This is an optimization exercise on Yosys and OpenROAD, whose aim is small area, a short achievable clock period and few clock cycles per item, not a production implementation. Only simulation tests tie the RTL to the original design; equivalence was not proved.

== v42 ==
Design voice_filter, start of the top module:
module voice_filter (
    input  wire        clk,
    input  wire        rst,        
    input  wire        start,
    input  wire [31:0] x,
    input  wire        topo,       
    input  wire [1:0]  ftype,      
    input  wire [31:0] a0,
    input  wire [31:0] a1,
    input  wire [31:0] a2,
    input  wire [31:0] b1,
    input  wire [31:0] b2,
    input  wire [31:0] f1,
    input  wire [31:0] q,
    output reg         done,
    output reg  [31:0] y
);
export LEC_CHECK = 0
export ABC_AREA = 1
export CAP_MARGIN = 20
export CORE_MARGIN = 2
export CORE_UTILIZATION = 40
export GPL_TIMING_DRIVEN = 0
export PLACE_DENSITY = 0.65
export SETUP_SLACK_MARGIN = 5
export SLEW_MARGIN = 20
export BUFFER_PORTS_ARGS = -buffer_cell sky130_fd_sc_hd__buf_1
create_clock -name core_clock -period 22.0 [get_ports {clk}]
standard.sh (not shown) runs the stock make flow with config.mk's settings and CLKGATE_MAP_FILE= SYNTH_SCRIPT=/design/flow/synth_recipe.tcl, a recipe that flattens the netlist after the stock synthesis.
==> flow/flow/run.sh <==
#!/bin/bash
# The standard layout (standard.sh, which runs ORFS from the standard
# synthesis to the final layout and writes each tool's log under orfs/), with
# one change: buffer_ports buffers the input and output ports with
# sky130_fd_sc_hd__buf_1 cells instead of the cell it picks by default.
# standard.sh's own output goes to standard.log in this folder.
set -e
export BUFFER_PORTS_ARGS="-buffer_cell sky130_fd_sc_hd__buf_1"
echo 'export BUFFER_PORTS_ARGS = -buffer_cell sky130_fd_sc_hd__buf_1' >> config.mk
bash standard.sh > standard.log 2>&1
Testbench counts of v42, summed over its fixed seeds: cycles 22,527, items 4,096.
Input changes introduced in v49 (baseline for comparison: v42):
- PLACE_DENSITY removed (was 0.65)
- BUFFER_PORTS_ARGS changed from -buffer_cell sky130_fd_sc_hd__buf_1 to -buffer_cell sky130_fd_sc_hd__buf_2
==> flow/flow/run.sh <==
#!/bin/bash
# The standard layout (standard.sh, which runs ORFS from the standard
# synthesis to the final layout and writes each tool's log under orfs/), with
# one change: buffer_ports buffers the input and output ports with
# sky130_fd_sc_hd__buf_2 cells instead of the cell it picks by default.
# standard.sh's own output goes to standard.log in this folder.
set -e
export BUFFER_PORTS_ARGS="-buffer_cell sky130_fd_sc_hd__buf_2"
echo 'export BUFFER_PORTS_ARGS = -buffer_cell sky130_fd_sc_hd__buf_2' >> config.mk
bash standard.sh > standard.log 2>&1
Taking v42 as the reference point, the worst relative slew slack of v49 rises by 5.8 points.
Comparing v42 with v49, the final cell count without fillers came out essentially unchanged.
Relative to v42, area growth from synthesis to layout increased by 0.26 points in v49.
Total negative setup slack: v49 vs v42 identical
Number of buffers other than clock buffers in the final layout (v49 vs. v42) increases slightly
Diff v42 -> v49: final core utilization closely matched the old numbers, cell area closely matched the old numbers, setup slack of the most critical reg-to-reg path decreased by 0.05 ns relative to the old numbers.
The run showing the greater signal arrival time at the worst endpoint is v49.
[inputs] v9 vs v49
- swapping -buffer_cell sky130_fd_sc_hd__buf_2 for -buffer_cell sky130_fd_sc_hd__buf_1 in BUFFER_PORTS_ARGS
- putting PLACE_DENSITY at 0.72 where nothing was set
==> flow/flow/run.sh <==
#!/bin/bash
# The standard layout (standard.sh, which runs ORFS from the standard
# synthesis to the final layout and writes each tool's log under orfs/), with
# one change: buffer_ports buffers the input and output ports with
# sky130_fd_sc_hd__buf_1 cells instead of the cell it picks by default.
# standard.sh's own output goes to standard.log in this folder.
set -e
export BUFFER_PORTS_ARGS="-buffer_cell sky130_fd_sc_hd__buf_1"
echo 'export BUFFER_PORTS_ARGS = -buffer_cell sky130_fd_sc_hd__buf_1' >> config.mk
bash standard.sh > standard.log 2>&1
[summary]
No stage failed in v9, and the final checks on the layout all came back clean.
Worst setup timing slack at the placement stage was lower in v9 than in v49.
Compared v9 vs v49, and register-to-register slack is down in v9.
Design area essentially unchanged between v49 and v9.
v9: longest individual stage delay on the worst path 0.11 ns above v49
Buffer share of cell area on v9 is down relative to v49.
v9 does worse than v49 on final period demand of the worst path.
Summary of v9 over v49: share of the clock period used by the worst path saw an increase; pin count of the biggest net entering global routing went up 6.
Changes in v45 relative to v9:
- removing BUFFER_PORTS_ARGS (formerly -buffer_cell sky130_fd_sc_hd__buf_1)
- removing PLACE_DENSITY (formerly 0.72)
==> flow/run.sh (new file) <==
#!/bin/bash
# synth_recipe.tcl (not shown) runs the flow's synth.tcl, then flattens the netlist and writes it again
# the make line also repeats each setting of config.mk as NAME=value (left out here)
make -C /OpenROAD-flow-scripts/flow DESIGN_CONFIG=/design/flow/config.mk WORK_HOME=/design/flow/orfs CLKGATE_MAP_FILE= SYNTH_SCRIPT=/design/flow/synth_recipe.tcl finish
removed: flow/flow/run.sh
removed: flow/standard.sh
Notes after the runs:
- Of v9 and v45, v45 shows the higher area added between synthesis and finish, with v9 below it.
- v9 reports its startpoint of the worst setup timing path as s[6] while v45 reports s[2].
- On v45: arrival time of the worst setup path is 0.25 ns lower than what v9 gave.
- Per the comparison of v45 with v9, routed length on met3 -about 12%, slack of the critical path +0.25 ns, shortest clock period the worst path allows after layout -0.25 ns.
- v45 vs v9 — deepest level of the CTS H-tree rose 1.

separate check: timing with driven ports:
The flow's constraints put no driver on any port. The routed layouts listed below were extracted and timed again, unchanged, in two steps. Step 1 (the two cells are an assumption about what drives the block):
set clk [get_ports {clk}]
set_driving_cell -lib_cell sky130_fd_sc_hd__clkbuf_16 $clk
set_driving_cell -lib_cell sky130_fd_sc_hd__buf_2 [delete_from_list [all_inputs] $clk]
Step 2 also shifts input and output timing later by t, the mid clock arrival at the registers, as if the neighbouring blocks saw the same clock. a / b / c = ideal / step 1 / step 2; a / b = the first two.
| run | t (ns) | setup slack, ns | worst register clock-pin slew, ns | worst data-port slew with drivers (ns) |
|---|---|---|---|---|
| v42 | 0.607 | 5.362 / 5.303 / 4.890 | 0.07 / 0.07 | 0.23 |
| v49 | 0.661 | 5.316 / 5.256 / 4.933 | 0.07 / 0.07 | 0.21 |
| v9 | 0.661 | 5.155 / 5.093 / 5.019 | 0.07 / 0.07 | 0.24 |
| v45 | 0.604 | 5.403 / 5.343 / 4.987 | 0.07 / 0.07 | 0.24 |
After both steps every run listed still meets setup and hold. The setup slack of v42, which loses most, moves by -0.059 ns with the drivers and by -0.472 ns with both steps.
